What follows belongs to an exercise in optimizing a design on an open flow for small area and a short achievable clock period; a production flow would make more cautious choices. At most, simulation tests tie the RTL to the original design; equivalence was not proved. The clock port is modelled as an ideal driver, which makes a skipped or thinned clock tree look cheaper than it is; a real chip needs a root buffer or a tree.

==> module kojisan_scale, before the edit <==
module kojisan_scale (
    input  wire        clk,
    input  wire        rst,
    input  wire        in_valid,
    input  wire        in_sel,
    input  wire [15:0] in_raw,
    output reg         out_valid,
    output reg         out_sel,
    output reg  [31:0] out_q
);
    reg [15:0] r1; reg s1, v1;
    reg [20:0] p2; reg s2, v2;
    reg [23:0] n3; reg s3, v3;
    wire [20:0] p25 = {1'b0, r1, 4'b0000} + {2'b00, r1, 3'b000} + {5'b00000, r1};
    wire [23:0] n = s2 ? {1'b0, p2, 2'b00} : ({p2, 3'b000} - {3'b000, p2});
    wire [8:0]  a   = {1'b0, n3[23:16]} + {1'b0, n3[7:0]};
    wire [8:0]  b   = {1'b0, n3[15:8]} + 9'd1 + {8'd0, a[8]};
    wire [8:0]  d   = a + {8'd0, b[8]};
    wire [8:0]  nh  = {1'b0, n3[23:16]} + (s3 ? 9'd0 : 9'h1D3);
    wire [16:0] hi  = {nh, n3[15:8]} + {16'd0, d[8]};
    always @(posedge clk) begin
        if (rst) begin v1 <= 1'b0; v2 <= 1'b0; v3 <= 1'b0; out_valid <= 1'b0; end
        else begin v1 <= in_valid; v2 <= v1; v3 <= v2; out_valid <= v3; end
        r1 <= in_raw; s1 <= in_sel;
        p2 <= p25;    s2 <= s1;
        n3 <= n;      s3 <= s2;
        out_q <= {hi, d[7:0], b[7:1]}; out_sel <= s3;
    end
endmodule
Settings: LEC_CHECK=0, CAP_MARGIN=20, CORE_MARGIN=2, CORE_UTILIZATION=40, SLEW_MARGIN=20; clock period 10.0 ns.
run.sh (not shown) runs the stock make flow with config.mk's settings and CLKGATE_MAP_FILE= SYNTH_SCRIPT=/design/flow/synth_recipe.tcl, a recipe that flattens the netlist after the stock synthesis.
==> next run, changes <==
==> flow/design.v (replaced) <==
module kojisan_scale (
    input  wire        clk,
    input  wire        rst,
    input  wire        in_valid,
    input  wire        in_sel,
    input  wire [15:0] in_raw,
    output reg         out_valid,
    output reg         out_sel,
    output reg  [31:0] out_q
);
    reg [15:0] r1; reg s1, v1;
    reg [20:0] p2; reg s2, v2;
    wire [18:0] p5  = {1'b0, r1, 2'b00} + {3'b000, r1};
    wire [20:0] p25 = {p5, 2'b00} + {2'b00, p5};
    wire [23:0] n = s2 ? {1'b0, p2, 2'b00} : ({p2, 3'b000} - {3'b000, p2});
    wire [56:0] w = {1'b0, n, 8'd0, n} + {17'd0, n, 16'd0}
                  + (s2 ? 57'h000000001000000 : 57'h1d3000001000000);
    always @(posedge clk) begin
        if (rst) begin v1 <= 1'b0; v2 <= 1'b0; out_valid <= 1'b0; end
        else begin v1 <= in_valid; v2 <= v1; out_valid <= v2; end
        r1 <= in_raw; s1 <= in_sel;
        p2 <= p25;    s2 <= s1;
        out_q <= w[56:25]; out_sel <= s2;
    end
endmodule
Clock skew came out higher by 6.2 ps. Worst setup slack gets worse by 810 ps. First-iteration DRC count came out higher by 89%. Register-to-register slack gets worse by 810 ps. Clock-buffer cell count came out higher by 2. Global-route usage came out higher by 2.8 points. Synthesized cell count came out higher by 12%. Design area came out higher by 1.9%. Core utilization came out lower by 0.41 points. Critical path depth came out lower by 8. Cell count came out higher by 8.6%. Non-clock buffer count came out higher by 2. Die area came out higher by 1.2%.
No functional check of the RTL was part of any run of this note.


Another version of the RTL of kojisan_scale (not shown whole).
Size in the first run: ~470 cells after synthesis, about 99 flip-flops, roughly 54 I/O pins, ~5000 um2 of cells after synthesis.
==> module kojisan_scale, before the edit <==
module kojisan_scale (
    input  wire        clk,
    input  wire        rst,
    input  wire        in_valid,
    input  wire        in_sel,
    input  wire [15:0] in_raw,
    output reg         out_valid,
    output reg         out_sel,
    output reg  [31:0] out_q
);
    function automatic [31:0] bkadd(input [31:0] a, input [31:0] b, input cin);
        reg [31:0] g, p, x;
        integer l, i;
        begin
            x = a ^ b;
            g = a & b;
            p = x;
            g[0] = g[0] | (p[0] & cin);
            for (l = 0; l < 5; l = l + 1)
                for (i = 0; i < 32; i = i + 1)
                    if ((i % (2 << l)) == (2 << l) - 1) begin
                        g[i] = g[i] | (p[i] & g[i - (1 << l)]);
                        p[i] = p[i] & p[i - (1 << l)];
                    end
            for (l = 3; l >= 0; l = l - 1)
                for (i = 0; i < 32; i = i + 1)
                    if (i >= (3 << l) - 1 && (i % (2 << l)) == (1 << l) - 1) begin
                        g[i] = g[i] | (p[i] & g[i - (1 << l)]);
                        p[i] = p[i] & p[i - (1 << l)];
                    end
            bkadd = x ^ {g[30:0], cin};
        end
    endfunction
    function automatic [63:0] bkadd64(input [63:0] a, input [63:0] b, input cin);
        reg [63:0] g, p, x;
        integer l, i;
        begin
            x = a ^ b;
            g = a & b;
            p = x;
            g[0] = g[0] | (p[0] & cin);
            for (l = 0; l < 6; l = l + 1)
                for (i = 0; i < 64; i = i + 1)
                    if ((i % (2 << l)) == (2 << l) - 1) begin
                        g[i] = g[i] | (p[i] & g[i - (1 << l)]);
                        p[i] = p[i] & p[i - (1 << l)];
                    end
            for (l = 4; l >= 0; l = l - 1)
                for (i = 0; i < 64; i = i + 1)
                    if (i >= (3 << l) - 1 && (i % (2 << l)) == (1 << l) - 1) begin
                        g[i] = g[i] | (p[i] & g[i - (1 << l)]);
                        p[i] = p[i] & p[i - (1 << l)];
                    end
            bkadd64 = x ^ {g[62:0], cin};
        end
    endfunction
    reg [15:0] r1; reg s1, v1;
    reg [18:0] a2; reg s2, v2;
    reg [23:0] n3; reg s3, v3;
    wire [31:0] rr  = {16'd0, r1};
    wire [31:0] a   = bkadd(rr << 3, ~rr, 1'b1);
    wire [18:0] am  = s1 ? {1'b0, r1, 2'b00} : a[18:0];
    wire [23:0] n   = {1'b0, a2, 4'b0000} + {2'b00, a2, 3'b000} + {5'b00000, a2};
    wire [63:0] w   = bkadd64({23'd0, 1'b0, n3, 8'h01, n3[23:16]},
                              {23'd0, s3 ? 9'h000 : 9'h1D3, 8'h00, n3}, 1'b0);
    always @(posedge clk) begin
        if (rst) begin v1 <= 1'b0; v2 <= 1'b0; v3 <= 1'b0; out_valid <= 1'b0; end
        else begin v1 <= in_valid; v2 <= v1; v3 <= v2; out_valid <= v3; end
        r1 <= in_raw; s1 <= in_sel;
        a2 <= am;        s2 <= s1;
        n3 <= n;         s3 <= s2;
        out_q <= w[40:9]; out_sel <= s3;
    end
endmodule
==> flow/config.mk <==
export PLATFORM = sky130hd
export DESIGN_NAME = kojisan_scale
export DESIGN_NICKNAME = kojisan_scale
export VERILOG_FILES = /design/flow/design.v
export SDC_FILE = /design/flow/constraint.sdc
export NUM_CORES = 4
export LEC_CHECK = 0
export CAP_MARGIN = 20
export CORE_MARGIN = 2
export CORE_UTILIZATION = 40
export SLEW_MARGIN = 20
==> flow/constraint.sdc <==
create_clock -name core_clock -period 10.0 [get_ports {clk}]
set_input_delay 2.0000 -clock core_clock [delete_from_list [all_inputs] [get_ports {clk}]]
set_output_delay 2.0000 -clock core_clock [all_outputs]
set_load 0.01 [all_outputs]
standard.sh (not shown) runs the stock make flow with config.mk's settings and CLKGATE_MAP_FILE= SYNTH_SCRIPT=/design/flow/synth_recipe.tcl, a recipe that flattens the netlist after the stock synthesis.
==> flow/flow/run.sh <==
#!/bin/bash
set -euo pipefail
export BUFFER_PORTS_ARGS="-buffer_cell sky130_fd_sc_hd__buf_1"
export SETUP_SLACK_MARGIN=7.3
export SKIP_CTS_REPAIR_TIMING=1
bash standard.sh cts > standard_to_cts.log 2>&1
openroad -no_init -exit flow/clktree_ob2.tcl > clktree.log 2>&1
bash standard.sh finish > standard_finish.log 2>&1
Other scripts of this flow, unchanged in this note and not shown: flow/flow/clktree_ob2.tcl
Change:
==> flow/design.v (replaced) <==
module kojisan_scale (
    input  wire        clk,
    input  wire        rst,
    input  wire        in_valid,
    input  wire        in_sel,
    input  wire [15:0] in_raw,
    output reg         out_valid,
    output reg         out_sel,
    output reg  [31:0] out_q
);
    function automatic [31:0] skadd(input [31:0] a, input [31:0] b, input cin);
        reg [31:0] g, p, x;
        integer l, i;
        begin
            x = a ^ b;
            g = a & b;
            p = x;
            g[0] = g[0] | (p[0] & cin);
            for (l = 0; l < 5; l = l + 1)
                for (i = 0; i < 32; i = i + 1)
                    if (((i >> l) & 1) == 1) begin
                        g[i] = g[i] | (p[i] & g[((i >> l) << l) - 1]);
                        p[i] = p[i] & p[((i >> l) << l) - 1];
                    end
            skadd = x ^ {g[30:0], cin};
        end
    endfunction
    function automatic [63:0] skadd64(input [63:0] a, input [63:0] b, input cin);
        reg [63:0] g, p, x;
        integer l, i;
        begin
            x = a ^ b;
            g = a & b;
            p = x;
            g[0] = g[0] | (p[0] & cin);
            for (l = 0; l < 6; l = l + 1)
                for (i = 0; i < 64; i = i + 1)
                    if (((i >> l) & 1) == 1) begin
                        g[i] = g[i] | (p[i] & g[((i >> l) << l) - 1]);
                        p[i] = p[i] & p[((i >> l) << l) - 1];
                    end
            skadd64 = x ^ {g[62:0], cin};
        end
    endfunction
    reg [15:0] r1; reg s1, v1;
    reg [18:0] a2; reg s2, v2;
    reg [23:0] n3; reg s3, v3;
    wire [31:0] rr  = {16'd0, r1};
    wire [31:0] a   = skadd(rr << 3, ~rr, 1'b1);
    wire [18:0] am  = s1 ? {1'b0, r1, 2'b00} : a[18:0];
    wire [23:0] n   = {1'b0, a2, 4'b0000} + {2'b00, a2, 3'b000} + {5'b00000, a2};
    wire [63:0] w   = skadd64({23'd0, 1'b0, n3, 8'h01, n3[23:16]},
                              {23'd0, s3 ? 9'h000 : 9'h1D3, 8'h00, n3}, 1'b0);
    always @(posedge clk) begin
        if (rst) begin v1 <= 1'b0; v2 <= 1'b0; v3 <= 1'b0; out_valid <= 1'b0; end
        else begin v1 <= in_valid; v2 <= v1; v3 <= v2; out_valid <= v3; end
        r1 <= in_raw; s1 <= in_sel;
        a2 <= am;        s2 <= s1;
        n3 <= n;         s3 <= s2;
        out_q <= w[40:9]; out_sel <= s3;
    end
endmodule
Wire length rises by 7.9%.
Worst setup slack barely changes.
Final area went up by 3.8%.
Global-route usage is lower by 0.44 points.
Sequential share of layout area went down by 1.3 points.
Cell count rises by about 8%.
No run of this note included a check of the RTL's function; only the layout flow was run. In every run of this note, the design's own scripts or RTL, not TritonCTS, make the clock network.


kojisan_scale, a different RTL version from the one above (not shown whole).
Size: roughly 430 cells after synthesis, ~54 I/O pins.
==> module kojisan_scale, before the edit <==
module kojisan_scale (
    input  wire        clk,
    input  wire        rst,
    input  wire        in_valid,
    input  wire        in_sel,
    input  wire [15:0] in_raw,
    output reg         out_valid,
    output reg         out_sel,
    output reg  [31:0] out_q
);
    function automatic [31:0] bkadd(input [31:0] a, input [31:0] b, input cin);
        reg [31:0] g, p, x;
        integer l, i;
        begin
            x = a ^ b;
            g = a & b;
            p = x;
            g[0] = g[0] | (p[0] & cin);
            for (l = 0; l < 5; l = l + 1)
                for (i = 0; i < 32; i = i + 1)
                    if ((i % (2 << l)) == (2 << l) - 1) begin
                        g[i] = g[i] | (p[i] & g[i - (1 << l)]);
                        p[i] = p[i] & p[i - (1 << l)];
                    end
            for (l = 3; l >= 0; l = l - 1)
                for (i = 0; i < 32; i = i + 1)
                    if (i >= (3 << l) - 1 && (i % (2 << l)) == (1 << l) - 1) begin
                        g[i] = g[i] | (p[i] & g[i - (1 << l)]);
                        p[i] = p[i] & p[i - (1 << l)];
                    end
            bkadd = x ^ {g[30:0], cin};
        end
    endfunction
    function automatic [63:0] bkadd64(input [63:0] a, input [63:0] b, input cin);
        reg [63:0] g, p, x;
        integer l, i;
        begin
            x = a ^ b;
            g = a & b;
            p = x;
            g[0] = g[0] | (p[0] & cin);
            for (l = 0; l < 6; l = l + 1)
                for (i = 0; i < 64; i = i + 1)
                    if ((i % (2 << l)) == (2 << l) - 1) begin
                        g[i] = g[i] | (p[i] & g[i - (1 << l)]);
                        p[i] = p[i] & p[i - (1 << l)];
                    end
            for (l = 4; l >= 0; l = l - 1)
                for (i = 0; i < 64; i = i + 1)
                    if (i >= (3 << l) - 1 && (i % (2 << l)) == (1 << l) - 1) begin
                        g[i] = g[i] | (p[i] & g[i - (1 << l)]);
                        p[i] = p[i] & p[i - (1 << l)];
                    end
            bkadd64 = x ^ {g[62:0], cin};
        end
    endfunction
    reg [15:0] r1; reg s1, v1;
    reg [20:0] p2; reg s2, v2;
    reg [23:0] n3; reg s3, v3;
    wire [20:0] p25 = {1'b0, r1, 4'b0000} + {2'b00, r1, 3'b000} + {5'b00000, r1};
    wire [31:0] pp  = {11'd0, p2};
    wire [31:0] n   = bkadd(pp << 3, ~(s2 ? pp << 2 : pp), 1'b1);
    wire [63:0] w   = bkadd64({23'd0, 1'b0, n3, 8'h01, n3[23:16]},
                              {23'd0, s3 ? 9'h000 : 9'h1D3, 8'h00, n3}, 1'b0);
    always @(posedge clk) begin
        if (rst) begin v1 <= 1'b0; v2 <= 1'b0; v3 <= 1'b0; out_valid <= 1'b0; end
        else begin v1 <= in_valid; v2 <= v1; v3 <= v2; out_valid <= v3; end
        r1 <= in_raw; s1 <= in_sel;
        p2 <= p25;       s2 <= s1;
        n3 <= n[23:0];   s3 <= s2;
        out_q <= w[40:9]; out_sel <= s3;
    end
endmodule
Settings: LEC_CHECK=0, CAP_MARGIN=20, CORE_MARGIN=2, CORE_UTILIZATION=40, CTS_BUF_LIST=sky130_fd_sc_hd__clkbuf_8, CTS_CLUSTER_DIAMETER=100, CTS_CLUSTER_SIZE=40, SLEW_MARGIN=20; clock period 10.0 ns.
==> flow/flow/run.sh <==
#!/bin/bash
set -euo pipefail
export BUFFER_PORTS_ARGS="-buffer_cell sky130_fd_sc_hd__buf_1"
export SETUP_SLACK_MARGIN=7.1
bash standard.sh finish > standard_flow.log 2>&1
The starting point passed the timing, DRC and antenna checks.
Rerun with:
==> flow/design.v (replaced) <==
module kojisan_scale (
    input  wire        clk,
    input  wire        rst,
    input  wire        in_valid,
    input  wire        in_sel,
    input  wire [15:0] in_raw,
    output reg         out_valid,
    output reg         out_sel,
    output reg  [31:0] out_q
);
    reg [15:0] r1; reg s1, v1;
    reg [20:0] p2; reg s2, v2;
    reg [23:0] n3; reg s3, v3;
    wire [20:0] p25 = {1'b0, r1, 4'b0000} + {2'b00, r1, 3'b000} + {5'b00000, r1};
    wire [23:0] n = s2 ? {1'b0, p2, 2'b00} : ({p2, 3'b000} - {3'b000, p2});
    wire [56:0] w = {1'b0, n3, 8'd0, n3} + {17'd0, n3, 16'd0}
                  + (s3 ? 57'h000000001000000 : 57'h1d3000001000000);
    always @(posedge clk) begin
        if (rst) begin v1 <= 1'b0; v2 <= 1'b0; v3 <= 1'b0; out_valid <= 1'b0; end
        else begin v1 <= in_valid; v2 <= v1; v3 <= v2; out_valid <= v3; end
        r1 <= in_raw; s1 <= in_sel;
        p2 <= p25;    s2 <= s1;
        n3 <= n;      s3 <= s2;
        out_q <= w[56:25]; out_sel <= s3;
    end
endmodule
The changed run went through all stages and came out clean. Via count rises by 32%. Critical path depth shrinks by 11. Sequential share of layout area is lower by 1.8 points. Global-route usage climbs by 2.2 points. Flip-flop and latch count stays the same. Synthesized cell count goes up by 35%. Worst setup slack improved by 0.044 ns. Wire length goes up by 31%. Hold slack barely changes. Final area grows by 5.4%.
The RTL of the first run of this note was laid out without a check of its function.


v7:
kojisan_scale, a different RTL version from the one above (not shown whole).
Size in the first run: ~810 cells after synthesis, about 78 flip-flops, ~54 I/O pins, about 7400 um^2 of cells after synthesis.
==> flow/design.v (excerpt) <==
module kojisan_scale (
    input  wire        clk,
    input  wire        rst,
    input  wire        in_valid,
    input  wire        in_sel,
    input  wire [15:0] in_raw,
    output reg         out_valid,
    output reg         out_sel,
    output reg  [31:0] out_q
);
==> module kojisan_scale, before the edit <==
module kojisan_scale (
    input  wire        clk,
    input  wire        rst,
    input  wire        in_valid,
    input  wire        in_sel,
    input  wire [15:0] in_raw,
    output reg         out_valid,
    output reg         out_sel,
    output reg  [31:0] out_q
);
    reg [15:0] r1; reg s1, v1;
    reg [23:0] n3; reg s3, v3;
    wire [23:0] n  = s1 ? r1 * 24'd100 : r1 * 24'd175;
    wire [56:0] w = {1'b0, n3, 8'd0, n3} + {17'd0, n3, 16'd0}
                  + (s3 ? 57'h000000001000000 : 57'h1d3000001000000);
    always @(posedge clk) begin
        if (rst) begin v1 <= 1'b0; v3 <= 1'b0; out_valid <= 1'b0; end
        else begin v1 <= in_valid; v3 <= v1; out_valid <= v3; end
        r1 <= in_raw; s1 <= in_sel;
        n3 <= n;      s3 <= s1;
        out_q <= w[56:25]; out_sel <= s3;
    end
endmodule
Settings: LEC_CHECK=0, CAP_MARGIN=20, CORE_MARGIN=2, CORE_UTILIZATION=40, SLEW_MARGIN=20; clock period 10.0 ns.
run.sh (not shown) runs the stock make flow with config.mk's settings and CLKGATE_MAP_FILE= SYNTH_SCRIPT=/design/flow/synth_recipe.tcl, a recipe that flattens the netlist after the stock synthesis.
Stock flow here: none of the scripts above is used.
v7 finished every stage and its layout cleared the timing, DRC and antenna checks.
Setup changes, v7 to v15
==> flow/design.v <==
module kojisan_scale (
    input  wire        clk,
    input  wire        rst,
    input  wire        in_valid,
    input  wire        in_sel,
    input  wire [15:0] in_raw,
    output reg         out_valid,
    output reg         out_sel,
    output wire [31:0] out_q
);
    wire [18:0] p5  = {1'b0, in_raw, 2'b00} + {3'b000, in_raw};
    wire [20:0] p25 = {p5, 2'b00} + {2'b00, p5};
    wire [23:0] n   = in_sel ? {1'b0, p25, 2'b00} : ({p25, 3'b000} - {3'b000, p25});
    reg  [23:0] n_r;
    always @(posedge clk) begin
        if (rst) out_valid <= 1'b0;
        else     out_valid <= in_valid;
        out_sel <= in_sel;
        n_r     <= n;
    end
    wire [56:0] w = {1'b0, n_r, 8'd0, n_r} + {17'd0, n_r, 16'd0}
                  + (out_sel ? 57'h000000001000000 : 57'h1d3000001000000);
    assign out_q = w[56:25];
endmodule
==> run summary <==
The number of sequential storage elements reported for v15 is smaller than that of v7 by 52.
reg -> reg as the type of the setup path with the least slack was reported by v7, and in -> reg by v15.
NOTE via density per instance v7->v15 increased by a little under 10%
v15 ends up with a area share of xor/xnor cells in the synthesized design that is 9.5 points higher than in v7.
v15 reports its most common library cell in the layout ignoring fill and taps as sky130_fd_sc_hd__ha_1 while v7 reports sky130_fd_sc_hd__inv_1.
Fmax: v15 below v7
Relative to v7, the number of nets at the end of the flow of v15 is lower by 34%.
Only the layout flow was run in v7; the RTL was not checked for function there.

-- static timing again, ports no longer ideal --
Ports are ideal in the flow. The routed layouts listed here were re-timed in OpenROAD. Step 1 assumes that a clkbuf_16 drives the clock port and a buf_2 every other input. Step 2 adds t to the input delays and takes it off the output delays; t is the mean of the earliest and latest rising clock arrival at the registers after step 1. Input paths then give back, and output paths get back, about the clock's delay inside the block. a / b / c = ideal ports / drivers / drivers and shift; a / b = the first two.
run	t, ns	slack for setup (ns)	slew at the worst register clock pin (ns)
the first run of note 1	0.387	5.064 / 5.064 / 5.064	0.07 / 0.07
the second run of note 1	0.389	4.254 / 4.254 / 4.254	0.06 / 0.06
the first run of note 2	0.238	7.347 / 7.309 / 7.348	0.09 / 0.09
the second run of note 2	0.236	7.346 / 7.321 / 7.346	0.09 / 0.09
the first run of note 3	0.402	7.110 / 7.111 / 7.111	0.10 / 0.10
the second run of note 3	0.408	7.154 / 7.123 / 7.257	0.10 / 0.10
v7	0.386	5.332 / 5.332 / 5.332	0.07 / 0.07
v15	0.285	1.813 / 1.814 / 1.529	0.08 / 0.08
After both steps every run listed still meets setup and hold. For v15, which loses most, drivers alone change the setup slack by +0.001 ns; drivers and shift together by -0.284 ns.
